Background: an optimization exercise with open tools, aiming at small area, a short achievable clock period and few clock cycles per item. Do not read the settings as production practice. No run shown here included a check of the RTL's function; only the layout flow was run. Power figures rest on the tool's default switching activity, not on a simulated workload.

`design/flow/run.sh`:
```
#!/bin/bash
# synth_recipe.tcl (not shown) runs the flow's synth.tcl, then flattens the netlist and writes it again
# the make line also repeats each setting of config.mk as NAME=value (left out here)
make -C /OpenROAD-flow-scripts/flow DESIGN_CONFIG=/design/flow/config.mk WORK_HOME=/design/flow/orfs CLKGATE_MAP_FILE= SYNTH_SCRIPT=/design/flow/synth_recipe.tcl finish
```
`design/flow/config.mk`:
```
export PLATFORM = sky130hd
export DESIGN_NAME = sge_fec_esc
export DESIGN_NICKNAME = sge_fec_esc
export VERILOG_FILES = /design/flow/design.v
export SDC_FILE = /design/flow/constraint.sdc
export NUM_CORES = 4
export LEC_CHECK = 0
export CAP_MARGIN = 20
export CORE_MARGIN = 2
export CORE_UTILIZATION = 70
export CTS_BUF_LIST = sky130_fd_sc_hd__clkbuf_8
export CTS_CLUSTER_DIAMETER = 40
export CTS_CLUSTER_SIZE = 16
export SETUP_SLACK_MARGIN = 1.9
export SLEW_MARGIN = 20
```
`design/flow/constraint.sdc`:
```
create_clock -name core_clock -period 4.0 [get_ports {clk}]
set_input_delay 0.8000 -clock core_clock [delete_from_list [all_inputs] [get_ports {clk}]]
set_output_delay 0.8000 -clock core_clock [all_outputs]
set_load 0.01 [all_outputs]
```
`design/flow/design.v`:
```
module sge_rs_encoder (
    input  wire       clk,
    input  wire       en,
    input  wire       zero,
    input  wire [7:0] sym,
    output wire [7:0] par_out
);
    reg  [255:8] q;           
    reg  [7:0]   fbd;
    reg  e03;
    reg  e05;
    reg  e09;
    reg  e0a;
    reg  e11;
    reg  e14;
    reg  e21;
    reg  e28;
    reg  e41;
    reg  e60;
    reg  e81;
    reg  e88;
    reg  e90;
    reg  ec0;
    wire m01 = fbd[0];
    wire m02 = fbd[1];
    wire m04 = fbd[2];
    wire m08 = fbd[3];
    wire m10 = fbd[4];
    wire m20 = fbd[5];
    wire m40 = fbd[6];
    wire m80 = fbd[7];
    wire m03 = e03;
    wire m05 = e05;
    wire m09 = e09;
    wire m0a = e0a;
    wire m11 = e11;
    wire m14 = e14;
    wire m21 = e21;
    wire m28 = e28;
    wire m41 = e41;
    wire m60 = e60;
    wire m81 = e81;
    wire m88 = e88;
    wire m90 = e90;
    wire mc0 = ec0;
    wire ma0 = m20 ^ m80;
    wire m07 = m02 ^ m05;
    wire m0b = m01 ^ m0a;
    wire m0e = m04 ^ m0a;
    wire m0f = m05 ^ m0a;
    wire m13 = m02 ^ m11;
    wire m15 = m01 ^ m14;
    wire m16 = m02 ^ m14;
    wire m17 = m03 ^ m14;
    wire m19 = m08 ^ m11;
    wire m1a = m10 ^ m0a;
    wire m1b = m0a ^ m11;
    wire m1d = m09 ^ m14;
    wire m1e = m0a ^ m14;
    wire m23 = m02 ^ m21;
    wire m29 = m01 ^ m28;
    wire m2a = m02 ^ m28;
    wire m2b = m03 ^ m28;
    wire m2c = m04 ^ m28;
    wire m2d = m05 ^ m28;
    wire m34 = m20 ^ m14;
    wire m35 = m14 ^ m21;
    wire m43 = m02 ^ m41;
    wire m49 = m08 ^ m41;
    wire m4a = m40 ^ m0a;
    wire m4b = m0a ^ m41;
    wire m51 = m10 ^ m41;
    wire m54 = m40 ^ m14;
    wire m55 = m14 ^ m41;
    wire m64 = m04 ^ m60;
    wire m65 = m05 ^ m60;
    wire m68 = m08 ^ m60;
    wire m69 = m09 ^ m60;
    wire m6a = m0a ^ m60;
    wire m85 = m04 ^ m81;
    wire m8c = m04 ^ m88;
    wire m8d = m05 ^ m88;
    wire m91 = m01 ^ m90;
    wire m93 = m03 ^ m90;
    wire m95 = m05 ^ m90;
    wire m98 = m08 ^ m90;
    wire m9a = m0a ^ m90;
    wire m9c = m14 ^ m88;
    wire ma9 = m21 ^ m88;
    wire mb0 = m20 ^ m90;
    wire mb1 = m21 ^ m90;
    wire mb8 = m28 ^ m90;
    wire mc4 = m04 ^ mc0;
    wire mc9 = m09 ^ mc0;
    wire mca = m0a ^ mc0;
    wire md0 = m10 ^ mc0;
    wire md1 = m11 ^ mc0;
    wire md4 = m14 ^ mc0;
    wire me0 = m20 ^ mc0;
    wire me8 = m28 ^ mc0;
    wire mf0 = m90 ^ m60;
    wire m1f = m01 ^ m1e;
    wire m27 = m04 ^ m23;
    wire m2e = m02 ^ m2c;
    wire m33 = m10 ^ m23;
    wire m36 = m02 ^ m34;
    wire m37 = m02 ^ m35;
    wire m3a = m10 ^ m2a;
    wire m3b = m10 ^ m2b;
    wire m3d = m08 ^ m35;
    wire m3f = m0a ^ m35;
    wire m46 = m05 ^ m43;
    wire m47 = m04 ^ m43;
    wire m4d = m04 ^ m49;
    wire m4e = m04 ^ m4a;
    wire m4f = m04 ^ m4b;
    wire m52 = m03 ^ m51;
    wire m53 = m02 ^ m51;
    wire m56 = m02 ^ m54;
    wire m57 = m02 ^ m55;
    wire m58 = m09 ^ m51;
    wire m59 = m08 ^ m51;
    wire m5b = m10 ^ m4b;
    wire m5c = m08 ^ m54;
    wire m5f = m0a ^ m55;
    wire m62 = m21 ^ m43;
    wire m66 = m02 ^ m64;
    wire m67 = m02 ^ m65;
    wire m6b = m01 ^ m6a;
    wire m6d = m04 ^ m69;
    wire m6e = m04 ^ m6a;
    wire m6f = m05 ^ m6a;
    wire m73 = m13 ^ m60;
    wire m76 = m13 ^ m65;
    wire m77 = m13 ^ m64;
    wire m78 = m10 ^ m68;
    wire m79 = m10 ^ m69;
    wire m7a = m10 ^ m6a;
    wire m7b = m11 ^ m6a;
    wire m7e = m14 ^ m6a;
    wire m7f = m15 ^ m6a;
    wire m87 = m02 ^ m85;
    wire m8e = m02 ^ m8c;
    wire m96 = m80 ^ m16;
    wire m97 = m02 ^ m95;
    wire m9b = m01 ^ m9a;
    wire m9d = m01 ^ m9c;
    wire m9e = m02 ^ m9c;
    wire m9f = m03 ^ m9c;
    wire ma3 = m80 ^ m23;
    wire ma4 = m21 ^ m85;
    wire ma5 = m20 ^ m85;
    wire ma6 = m16 ^ mb0;
    wire ma7 = m0e ^ ma9;
    wire mab = m02 ^ ma9;
    wire mac = m20 ^ m8c;
    wire mae = m07 ^ ma9;
    wire maf = m23 ^ m8c;
    wire mb3 = m02 ^ mb1;
    wire mb4 = m04 ^ mb0;
    wire mb5 = m04 ^ mb1;
    wire mb7 = m07 ^ mb0;
    wire mb9 = m01 ^ mb8;
    wire mbb = m03 ^ mb8;
    wire mbd = m05 ^ mb8;
    wire mbf = m07 ^ mb8;
    wire mc6 = m02 ^ mc4;
    wire mcb = m01 ^ mca;
    wire mcc = m08 ^ mc4;
    wire mcd = m04 ^ mc9;
    wire mce = m04 ^ mca;
    wire mcf = m05 ^ mca;
    wire md2 = m02 ^ md0;
    wire md3 = m02 ^ md1;
    wire md5 = m01 ^ md4;
    wire md7 = m03 ^ md4;
    wire md8 = m08 ^ md0;
    wire md9 = m08 ^ md1;
    wire mda = m10 ^ mca;
    wire mdb = m0a ^ md1;
    wire mdc = m08 ^ md4;
    wire mdd = m09 ^ md4;
    wire mde = m0a ^ md4;
    wire mdf = m0b ^ md4;
    wire me3 = m03 ^ me0;
    wire me4 = m04 ^ me0;
    wire me5 = m80 ^ m65;
    wire me6 = m0e ^ me8;
    wire me7 = m07 ^ me0;
    wire mea = m02 ^ me8;
    wire meb = m03 ^ me8;
    wire mec = m04 ^ me8;
    wire mee = m0e ^ me0;
    wire mef = m07 ^ me8;
    wire mf1 = m01 ^ mf0;
    wire mf2 = m02 ^ mf0;
    wire mf4 = m04 ^ mf0;
    wire mf5 = m05 ^ mf0;
    wire mf6 = m16 ^ me0;
    wire mf7 = m07 ^ mf0;
    wire mf8 = m08 ^ mf0;
    wire mfb = m0b ^ mf0;
    wire mfc = m14 ^ me8;
    wire mfd = m15 ^ me8;
    wire mfe = m0e ^ mf0;
    wire mff = m0f ^ mf0;
    wire [255:0] prod;
    assign prod[7:0] = {mb4, mee, mf7, m7b, m3d, m1e, mbb, m69};
    assign prod[15:8] = {m1b, m16, m0b, m05, m02, m81, m5b, m36};
    assign prod[23:16] = {m9f, md0, me8, mf4, m7a, mbd, m41, m3f};
    assign prod[31:24] = {mda, mb7, m5b, m2d, m16, m0b, mdf, mb5};
    assign prod[39:32] = {md1, mb9, m5c, mae, md7, m6b, me4, ma3};
    assign prod[47:40] = {m09, m8d, mc6, me3, mf1, m78, m35, m13};
    assign prod[55:48] = {m7b, m46, m23, m11, m88, mc4, m19, mf7};
    assign prod[63:56] = {mf5, m0f, m87, m43, m21, m90, m3d, meb};
    assign prod[71:64] = {m21, mb1, m58, m2c, m96, mcb, mc4, m43};
    assign prod[79:72] = {md3, m3a, m9d, mce, me7, m73, mea, ma6};
    assign prod[87:80] = {m4d, m6b, m35, m1a, m8d, mc6, mae, m9a};
    assign prod[95:88] = {m6e, m59, mac, m56, m2b, m15, m64, mdc};
    assign prod[103:96] = {m85, m47, ma3, md1, m68, m34, m1f, m0a};
    assign prod[111:104] = {m66, m55, m2a, m95, mca, m65, m54, mcc};
    assign prod[119:112] = {m90, m58, m2c, m96, mcb, me5, m62, m21};
    assign prod[127:120] = {m5f, mf0, mf8, mfc, m7e, m3f, mc0, mbf};
    assign prod[135:128] = {mff, m80, mc0, me0, mf0, mf8, m03, mfe};
    assign prod[143:136] = {m90, m58, m2c, m96, mcb, me5, m62, m21};
    assign prod[151:144] = {m95, m5f, maf, m57, mab, md5, m7f, m2a};
    assign prod[159:152] = {mbb, m66, m33, m19, m8c, m46, m98, m77};
    assign prod[167:160] = {ma4, mf6, mfb, mfd, mfe, mff, mdb, m49};
    assign prod[175:168] = {m73, m4a, ma5, md2, m69, mb4, m29, me7};
    assign prod[183:176] = {m5b, m76, m3b, m1d, m0e, m07, md8, mb7};
    assign prod[191:184] = {mb7, mec, m76, m3b, m1d, m0e, mb0, m6f};
    assign prod[199:192] = {mdd, m33, m19, m8c, m46, m23, mcc, mbb};
    assign prod[207:200] = {m4b, m6e, m37, m9b, mcd, me6, mb8, m97};
    assign prod[215:208] = {m14, m9e, mcf, m67, mb3, md9, m78, m28};
    assign prod[223:216] = {m85, m47, ma3, md1, m68, m34, m1f, m0a};
    assign prod[231:224] = {m67, md4, m6a, mb5, mda, m6d, m51, mcf};
    assign prod[239:232] = {m17, m9c, m4e, m27, m93, mc9, m73, m2e};
    assign prod[247:240] = {m54, mfe, mff, m7f, mbf, m5f, mfb, ma9};
    assign prod[255:248] = {ma7, mf4, m7a, mbd, mde, mef, md0, m4f};
    wire [7:0] early = sym ^ q[255:248];
    assign par_out = q[255:248] ^ prod[255:248];
    wire [7:0] fb  = zero ? 8'h00 : (early ^ prod[255:248]);
    wire e03_n = zero ? 1'b0 : (early[0] ^ early[1] ^ m9f);
    wire e05_n = zero ? 1'b0 : (early[0] ^ early[2] ^ ma0);
    wire e09_n = zero ? 1'b0 : (early[0] ^ early[3] ^ m91);
    wire e0a_n = zero ? 1'b0 : (early[1] ^ early[3] ^ m0e);
    wire e11_n = zero ? 1'b0 : (early[0] ^ early[4] ^ mf2);
    wire e14_n = zero ? 1'b0 : (early[2] ^ early[4] ^ m52);
    wire e21_n = zero ? 1'b0 : (early[0] ^ early[5] ^ m35);
    wire e28_n = zero ? 1'b0 : (early[3] ^ early[5] ^ ma4);
    wire e41_n = zero ? 1'b0 : (early[0] ^ early[6] ^ mbb);
    wire e60_n = zero ? 1'b0 : (early[5] ^ early[6] ^ m8e);
    wire e81_n = zero ? 1'b0 : (early[0] ^ early[7] ^ me8);
    wire e88_n = zero ? 1'b0 : (early[3] ^ early[7] ^ m79);
    wire e90_n = zero ? 1'b0 : (early[4] ^ early[7] ^ m1a);
    wire ec0_n = zero ? 1'b0 : (early[6] ^ early[7] ^ m53);
    always @(posedge clk) begin
        if (en) begin
            q   <= {q[247:8], 8'h00} ^ prod[247:0];
            fbd <= fb;
            e03 <= e03_n;
            e05 <= e05_n;
            e09 <= e09_n;
            e0a <= e0a_n;
            e11 <= e11_n;
            e14 <= e14_n;
            e21 <= e21_n;
            e28 <= e28_n;
            e41 <= e41_n;
            e60 <= e60_n;
            e81 <= e81_n;
            e88 <= e88_n;
            e90 <= e90_n;
            ec0 <= ec0_n;
        end
    end
endmodule
module sge_escaper (
    input  wire       clk,
    input  wire       rst,
    input  wire       in_valid,
    output wire       in_ready,
    input  wire [7:0] in_data,
    input  wire       in_last,
    output reg        out_valid,
    input  wire       out_ready,
    output reg  [7:0] out_data,
    output reg        out_last
);
    localparam [7:0] ESC_BYTE  = 8'h54;
    localparam [7:0] SYNC_BYTE = 8'hAB;
    localparam [7:0] SYNC_SUB  = 8'h9F;
    reg pend;         
    reg pend_sync;    
    reg pend_last;
    wire out_fire = out_valid && out_ready;
    assign in_ready = !out_valid || (out_ready && !pend);
    wire in_fire  = in_valid && in_ready;
    wire reserved = (in_data == ESC_BYTE) || (in_data == SYNC_BYTE);
    always @(posedge clk) begin
        if (rst) begin
            out_valid <= 1'b0;
            pend      <= 1'b0;
        end else if (in_fire) begin
            out_valid <= 1'b1;
            pend      <= reserved;
            pend_sync <= in_data[7];      
            pend_last <= in_last;
            out_data  <= reserved ? ESC_BYTE : in_data;
            out_last  <= in_last && !reserved;
        end else if (out_fire) begin
            out_valid <= pend;
            pend      <= 1'b0;
            out_data  <= pend_sync ? SYNC_SUB : ESC_BYTE;
            out_last  <= pend_last;
        end
    end
endmodule
module sge_fec_esc (
    input  wire       clk,
    input  wire       rst,
    input  wire       in_valid,
    output wire       in_ready,
    input  wire [7:0] in_data,
    input  wire       in_last,
    output wire       out_valid,
    input  wire       out_ready,
    output wire [7:0] out_data,
    output wire       out_last
);
    reg       mv;              
    reg [7:0] md;
    reg       ml;
    reg       sf;              
    reg       in_rdy;          
    wire      se = !sf;
    reg [7:0] sd;
    reg       sl;
    reg [7:0] pos;
    reg       par_ph;          
    reg       pad;             
    reg       fin;             
    reg       flush;           
    reg       cv;              
    reg [7:0] cd;
    reg       cl;
    assign in_ready = in_rdy;
    wire in_fire = in_valid && se;
    wire esc_ready;
    wire c_free   = !cv || esc_ready;
    wire src_ok   = par_ph || pad || mv;
    wire step     = flush || (c_free && src_ok);
    wire take     = step && !par_ph && !pad;
    wire [7:0] par31;
    wire [7:0] sym      = pad ? 8'h00 : md;
    wire [7:0] cod_data = par_ph ? par31 : sym;
    wire       cod_last = par_ph && fin && (pos == 8'd254);
    wire       wrap     = (pos == 8'd254);
    wire       to_par   = (pos == 8'd222);
    wire [7:0] pos_n    = !step ? pos    : wrap ? 8'd0 : pos + 8'd1;
    wire       par_ph_n = !step ? par_ph : wrap ? 1'b0 : (par_ph || to_par);
    wire       pad_n    = !step ? pad    : wrap ? 1'b0 : (pad || (take && ml && !to_par));
    wire       m_free = !mv || take;
    wire       mv_n   = m_free ? (!se || in_fire) : 1'b1;
    wire [7:0] md_n   = !m_free ? md : !se ? sd : in_data;
    wire       ml_n   = !m_free ? ml : !se ? sl : in_last;
    wire       se_n   = m_free || (se && !in_fire);
    always @(posedge clk) begin
        if (rst) begin
            mv     <= 1'b0;
            sf     <= 1'b0;
            in_rdy <= 1'b1;
            pos    <= 8'd223;
            par_ph <= 1'b1;
            flush  <= 1'b1;
            pad    <= 1'b0;
            cv     <= 1'b0;
        end else begin
            mv   <= mv_n;
            md   <= md_n;
            ml   <= ml_n;
            sf     <= !se_n;
            in_rdy <= se_n;
            if (!m_free && in_fire) begin
                sd <= in_data; sl <= in_last;
            end
            pos    <= pos_n;
            par_ph <= par_ph_n;
            pad    <= pad_n;
            if (step && wrap)
                flush <= 1'b0;
            if (take)
                fin <= ml;
            if (c_free) begin
                cv <= step && !flush;
                cd <= cod_data;
                cl <= cod_last;
            end
        end
    end
    sge_rs_encoder u_rs (
        .clk     (clk),
        .en      (step),
        .zero    (par_ph),
        .sym     (sym),
        .par_out (par31)
    );
    sge_escaper u_esc (
        .clk       (clk),
        .rst       (rst),
        .in_valid  (cv),
        .in_ready  (esc_ready),
        .in_data   (cd),
        .in_last   (cl),
        .out_valid (out_valid),
        .out_ready (out_ready),
        .out_data  (out_data),
        .out_last  (out_last)
    );
endmodule
```
==> flow_metrics.env, run 1 <==
export IMPL_post_drt_wl_per_cell_um=24.5
export IMPL_routed_top_layer="met4"
export IMPL_cp_common_cell="xnor2_1"
export IMPL_maxSlewViolCount=0
export IMPL_tightest_slew_ns=1.00
export IMPL_synth_seq_area_share=0.637
export IMPL_h_tree_depth=2
export IMPL_dp_slack_ns=0.854
export IMPL_pwr_share_comb=0.210
export IMPL_cp_slowest_cell="xnor2_1"
export IMPL_syn_instance_count=972
export IMPL_vias=8016
export IMPL_syn_nets=987
export IMPL_fin_setup_tns_ns=0
export IMPL_drive_gt1_frac=0.190
export IMPL_die_x_um=151
export IMPL_met2WireLength_mm=16.0
export IMPL_rsz0062_at_grt="true"
export IMPL_worstPathRequired_ns=4.26
export IMPL_drt_total_wl_mm=33.6
export IMPL_numCtsBuffers=38
export IMPL_power_frac_seq=0.548
export IMPL_nNetsFinal=1083
export IMPL_leakagePower_nw=6.71
export IMPL_cts_tree="done"
export IMPL_clock_fmax_mhz=478
export IMPL_p_switching_mw=2.99
export IMPL_critPathMaxStageDelay_ns=0.79
export IMPL_vdd_ir_drop_max_v=0.000381
export IMPL_avgSynthCellArea_um2=15.5
export IMPL_clock_latency_ns=0.56
export IMPL_finalSetupViolations=0
export IMPL_placeableCoreArea_mm2=0.0211
export IMPL_synth_warnings=3
export IMPL_finClkSkew_ns=0.0331
export IMPL_num_rows=53
export IMPL_die_area_mm2=0.0228
export IMPL_antenna_cells=0
export IMPL_ff2ff_path_depth=3
export IMPL_grt_pass1_vias=8014
export IMPL_gp_congestion=0.894
export IMPL_power_density_mw_per_mm2=619
export IMPL_grt_first_pass_wirelength_mm=49.4
export IMPL_drt_iter0_drc=743
export IMPL_worst_setup_path_type="reg -> reg"
export IMPL_track_usage=0.308
export IMPL_finalHoldViolCount=0
export IMPL_layout_setup_ws_ns=1.91
export IMPL_clk_pin_slew_worst_paths_ns=0.09
export IMPL_power_internal_mw=7.67
export IMPL_fin_area_mm2=0.0172
export IMPL_power_mw=10.7
export IMPL_hold_ws_ns=0.479
export IMPL_drc=0
export IMPL_grt_overflow_total=0
export IMPL_ant_nets=0
export IMPL_synth_edf_count=309
export IMPL_yosys_register_bits=326
export IMPL_detailed_place_hpwl_mm=21.1
export IMPL_period_needed_ns=2.09
export IMPL_dr_pass1_iters=5
export IMPL_yosysUniqueCellTypes=60
export IMPL_clock_sink_count=326
export IMPL_power_frac_clock=0.242
export IMPL_drt_met1_wl_mm=13.4
export IMPL_hp_class="reg -> reg"
export IMPL_ys_flop_type="edfxtp_1"
export IMPL_grt_max_degree=76
export IMPL_cts_max_path_buffers=3
export IMPL_whs_path_depth=0
export IMPL_postPlaceCellArea_mm2=0.0157
export IMPL_routed_wl_met3_mm=3.13
export IMPL_io_pin_count=24
export IMPL_synthToLayoutAreaGrowth_pct=13.9
export IMPL_antenna_found_initial=0
export IMPL_io_buffers=23
export IMPL_synthArstFlopShare=0
export IMPL_sw_frac_of_total=0.280
export IMPL_syn_area_mm2=0.0151
export IMPL_initial_core_util=0.717
export IMPL_max_slew_margin=0.326
export IMPL_cp_start_kind="flop"
export IMPL_most_common_layout_cells="313 x xnor2_1, 309 x edfxtp_1, 99 x xor2_1"
export IMPL_clockRootBuffer="clkbuf_8"
export IMPL_fin_crit_sh=0.523
export IMPL_outcome="timing/DRC/antenna clean"
export IMPL_vias_per_cell=5.84
export IMPL_final_common_cell="xnor2_1"
export IMPL_path_max_fanout=7
export IMPL_worstPathCellList="buf_4 > xnor2_1 > xnor2_1"
export IMPL_crit_arrival_ns=2.35
export IMPL_die_height_um=151
export IMPL_critPathCaptureType="flop"
export IMPL_maxCapViolCount=0
==> flip-flops by register name, summed over array words and instances (netlist names), 8 cells and up <==
register,cells
u_rs.q,248
cd,8
md,8
pos,8
sd,8
u_esc.out_data,8
u_rs.fbd,8
==> per-layer routing <==
metal | up-vias | global-route usage
met3 | 52 | 0.0681
met5 | - | 0
met1 | 4039 | 0.433
met4 | 0 | 0.111
li1 | 3558 | -
met2 | 367 | 0.480
==> cell usage after synthesis, drive strengths merged (2+ instances only) <==
cell type | instances | share of area
buf | 28 | 0.013
clkbuf | 12 | 0.0030
ha | 2 | 0.0017
or3 | 2 | 0.00083
nand2 | 5 | 0.0012
and4 | 2 | 0.0012
and3 | 4 | 0.0017
nor2 | 38 | 0.0096
edfxtp | 309 | 0.61
nor4 | 2 | 0.0018
nor2b | 14 | 0.0058
nand3 | 2 | 0.00066
o21ai | 3 | 0.00099
a211o | 2 | 0.0012
dfxtp | 17 | 0.023
xor2 | 108 | 0.070
or2b | 3 | 0.0017
nand2b | 3 | 0.0012
mux2 | 17 | 0.013
a21o | 5 | 0.0028
a21oi | 9 | 0.0030
inv | 8 | 0.0020
and2 | 3 | 0.0013
xnor3 | 7 | 0.010
nor3 | 6 | 0.0023
a221o | 5 | 0.0033
mux2i | 4 | 0.0026
xnor2 | 330 | 0.19
o22ai | 3 | 0.0012
==> final timing paths <==
path                from              end  slack [ns]
max          u_rs.fbd[2]      u_rs.q[240]        1.91
min                   cl  u_esc.pend_last        0.48
max reg2reg  u_rs.fbd[2]      u_rs.q[240]        1.91
min reg2reg           cl  u_esc.pend_last        0.48
==> power by group through the flow <==
stage,Combinational [mW],Sequential [mW],Clock [mW]
after detailed placement,2.15,5.89,0
after global placement,2.08,5.88,0
after global routing,2.41,5.92,2.73
after floorplan,1.76,5.64,0
final,2.24,5.84,2.58
after CTS,2.24,5.83,2.60
==> critical path, delay by kind of cell, from the launching register on <==
kind | cells | cell delay [ns]
xor+xnor | 2 | 0.95
buf+inv | 1 | 0.28
flops | 1 | 0.56
==> through the flow <==
step | utilization | instances
6_report | 0.816 | 1373
5_1_grt | 0.816 | 1373
4_1_cts | 0.808 | 1368
3_5_place_dp | 0.743 | 1249
3_3_place_gp | 0.743 | 1249
2_1_floorplan | - | 972
==> final cells by class <==
class | instances | area, um2
flip-flops and latches | 326 | 9620
multi-input cells | 598 | 5450
fillers | 1063 | 3880
repair buffers | 93 | 843
clock buffers | 41 | 564
well taps | 275 | 344
clock inverters | 29 | 302
inverters | 8 | 56.3
repair inverters | 3 | 28.8
==> logic make-up (layout without fill, tap and decap cells) <==
family | count (synthesis) | in the layout | share of synthesized area
xor+xnor | 446 | 446 | 0.277
flops | 326 | 326 | 0.637
simple gates | 92 | 92 | 0.0340
buf+inv | 48 | 174 | 0.0180
compound gates | 37 | 37 | 0.0179
mux | 21 | 21 | 0.0153
fa+ha+maj | 2 | 2 | 0.00166
==> timing repair <==
| action | 4_1_cts | 5_1_grt |
|---|---|---|
| hold buffers | 0 | 0 |
| endpoints found under the setup margin | 430 | 235 |
| setup buffers | 45 | 5 |
| pin swaps | 6 | 2 |
| gates cloned | 4 | 0 |
| gates resized for setup | 36 | 22 |
==> run 2: changes to the inputs <==
--- a/design/flow/config.mk
+++ b/design/flow/config.mk
@@ -12,4 +12,4 @@
 export CTS_CLUSTER_DIAMETER = 40
 export CTS_CLUSTER_SIZE = 16
-export SETUP_SLACK_MARGIN = 1.9
+export SETUP_SLACK_MARGIN = 2.0
 export SLEW_MARGIN = 20
==> flow_metrics.env, run 2 <==
export IMPL_maxCapViolCount=0
export IMPL_finalNonFillerCells=1392
export IMPL_clock_fmax_mhz=482
export IMPL_syn_area_mm2=0.0151
export IMPL_top_register="u_rs.q"
export IMPL_endpoint="cd[3]"
export IMPL_worstSetupStartpoint="u_rs.e14"
export IMPL_path_max_fanout=9
export IMPL_power_mw=10.7
export IMPL_synth_area_top_cells="edfxtp_1 61%, xnor2_1 19%, xor2_1 5.8%"
export IMPL_p_switching_mw=3.09
export IMPL_die_height_um=151
export IMPL_clk_pin_slew_worst_paths_ns=0.09
export IMPL_vias_per_cell=5.95
export IMPL_power_density_mw_per_mm2=608
export IMPL_dr_pass1_iters=5
export IMPL_grt_overflow_total=0
export IMPL_antenna_found_initial=0
export IMPL_rsz0062_at_grt="true"
export IMPL_clock_sink_count=326
export IMPL_drive_gt1_frac=0.224
export IMPL_grt_max_degree=62
export IMPL_ant_nets=0
export IMPL_synth_top_cell_area_share=0.614
export IMPL_io_pin_count=24
export IMPL_drc=0
export IMPL_outcome="timing/DRC/antenna clean"
export IMPL_ys_top_cells_by_count="324 x xnor2_1, 309 x edfxtp_1, 100 x xor2_1"
export IMPL_die_area_mm2=0.0228
export IMPL_nNetsFinal=1102
export IMPL_initial_core_util=0.717
export IMPL_layout_setup_ws_ns=1.92
export IMPL_rrSetupSlack_ns=1.92
export IMPL_power_frac_seq=0.544
export IMPL_yosysMostFrequentCell="xnor2_1"
export IMPL_grt_first_pass_wirelength_mm=51.3
export IMPL_post_drt_wl_per_cell_um=25.8
export IMPL_leakagePower_nw=6.90
export IMPL_yosys_register_bits=326
export IMPL_hold_ws_ns=0.473
export IMPL_h_tree_depth=2
export IMPL_finClkSkew_ns=0.0263
export IMPL_synth_warnings=3
export IMPL_ff2ff_path_depth=5
export IMPL_cp_start_kind="flop"
export IMPL_dp_slack_ns=0.930
export IMPL_synthArstFlopShare=0
export IMPL_max_slew_margin=0.251
export IMPL_drt_iter0_drc=959
export IMPL_period_needed_ns=2.08
export IMPL_cts_tree="done"
export IMPL_maxSlewViolCount=0
export IMPL_synth_edf_count=309
export IMPL_sw_frac_of_total=0.288
export IMPL_detailed_place_hpwl_mm=21.6
export IMPL_fin_setup_tns_ns=0
export IMPL_yosys_area_top_type="edfxtp_1"
export IMPL_pwr_share_comb=0.220
export IMPL_most_common_layout_cells="309 x edfxtp_1, 305 x xnor2_1, 94 x xor2_1"
export IMPL_avgSynthCellArea_um2=15.5
export IMPL_synth_seq_area_share=0.637
export IMPL_fin_crit_sh=0.519
export IMPL_dp_cells=1251
export IMPL_postPlaceCellArea_mm2=0.0157
export IMPL_die_x_um=151
export IMPL_vdd_ir_drop_max_v=0.000432
export IMPL_placeableCoreArea_mm2=0.0211
export IMPL_fin_area_mm2=0.0177
export IMPL_syn_instance_count=972
export IMPL_crit_arrival_ns=2.40
export IMPL_power_internal_mw=7.65
export IMPL_hp_class="reg -> reg"
export IMPL_cts_max_path_buffers=3
export IMPL_tightest_slew_ns=1.12
export IMPL_syn_nets=987
export IMPL_final_common_cell="edfxtp_1"
export IMPL_worst_setup_path_type="reg -> reg"
export IMPL_finalHoldViolCount=0
export IMPL_clockRootBuffer="clkbuf_8"
export IMPL_cp_slowest_cell="edfxtp_1"
export IMPL_track_usage=0.319
export IMPL_num_rows=53
export IMPL_yosysUniqueCellTypes=60
export IMPL_grt_pass1_vias=8308
export IMPL_worstPathCellList="buf_4 > xor2_4 > xnor2_1 > xor2_1 > a21oi_1"
export IMPL_antenna_cells=0
export IMPL_numCtsBuffers=39
export IMPL_ys_flop_type="edfxtp_1"
export IMPL_clock_latency_ns=0.57
export IMPL_gp_congestion=0.839
export IMPL_worstPathRequired_ns=4.32
export IMPL_vias=8288
export IMPL_reg2reg_from="u_rs.e14"
export IMPL_final_util=0.838
export IMPL_drt_total_wl_mm=35.9
export IMPL_critPathMaxStageDelay_ns=0.55
export IMPL_synthToLayoutAreaGrowth_pct=16.9
export IMPL_finalSetupViolations=0
export IMPL_largest_reg_flops=248
export IMPL_critPathCaptureType="flop"
export IMPL_power_frac_clock=0.236
export IMPL_io_buffers=23
export IMPL_r2r_end="cd[3]"
-- run 2: cell types whose count changed in the layout (fill, tap and decap cells not counted), sizes merged --
cell	delta
clkbuf	+5
buf	+16
bufinv	-1
dlygate4sd2	-10
clkinvlp	-3
bufbuf	+1
dlymetal6s2s	-1
clkinv	+3
inv	+4
clkdlybuf4s15	+5
-- run 2: cell families (layout without fill, tap and decap cells) --
logic type,count (synthesis),after routing,share of synthesized area
AO/OA/AOI/OAI,37,37,0.0179
flip-flops,326,326,0.637
adder cells (fa/ha/maj),2,2,0.00166
AND/OR/NAND/NOR,92,92,0.0340
XOR/XNOR,446,446,0.277
multiplexers,21,21,0.0153
buffers and inverters,48,193,0.0180
-- run 2: worst min path at each step --
stage,start,endpoint,slack (ns),cells after the start
floorplan,cl,u_esc.pend_last,0.43,0
global placement,cl,u_esc.pend_last,0.45,0
detailed placement,ml,fin,0.46,0
CTS,ml,fin,0.48,0
global route,ml,fin,0.49,0
finish,ml,fin,0.47,0
-- run 2: metal layers --
metal,routed length (um),GRT usage,vias up
li1,-,-,3602
met4,1220,0.114,0
met1,14000,0.436,4165
met3,3340,0.0819,85
met2,17300,0.503,436
met5,0,0,-
-- run 2: worst max-delay path, delay by kind of cell, from the launching register on --
kind            cells  cell delay, ns
buf+inv             1            0.30
compound gates      1            0.11
flops               1            0.55
xor+xnor            3            0.86
-- run 2: power by group through the flow --
stage          registers, mW  clock network, mW  logic, mW
2_1_floorplan           5.64                  0       1.76
6_report                5.85               2.54       2.36
3_3_place_gp            5.87                  0       2.10
3_5_place_dp            5.89                  0       2.16
4_1_cts                 5.82               2.54       2.29
5_1_grt                 5.93               2.68       2.52
-- run 2: cell type report --
type / count / area, um2
sequential: 326 / 9630
clock buffer: 41 / 564
inverter: 8 / 56.3
timing repair buffer: 109 / 1160
tap: 275 / 344
clock inverter: 30 / 278
multi-input combinational: 598 / 5580
fill: 1026 / 3420
timing repair inverter: 5 / 48.8
-- run 2: timing repair --
item	4_1_cts	5_1_grt
cloned	6	6
endpoints found under the hold margin	0	0
buffers inserted	50	8
hold buffers	0	0
resized for setup	77	29
setup endpoints to repair	444	261
pin swaps	6	2

==> static timing again, ports no longer ideal <==
The flow's constraints put no driver on any port. The routed layouts listed below were extracted and timed again, unchanged, in two steps.
Step 1, drivers: a clkbuf_16 drives clk and a buf_2 each remaining input, both assumed.
Step 2 also shifts input and output timing later by t, the mid clock arrival at the registers, as if the neighbouring blocks saw the same clock.
Three values: no drivers, after step 1, after step 2; two values: the first two.
run | t, ns | setup slack, ns | hold WS [ns]
run 1 | 0.593 | 1.909 / 1.909 / 1.627 | 0.479 / 0.479 / 0.479
run 2 | 0.599 | 1.924 / 1.924 / 1.504 | 0.473 / 0.473 / 0.473
After both steps setup and hold are still met in every run listed. For run 2, which loses most, drivers alone change the setup slack by 0.000 ns; drivers and shift together by -0.420 ns.
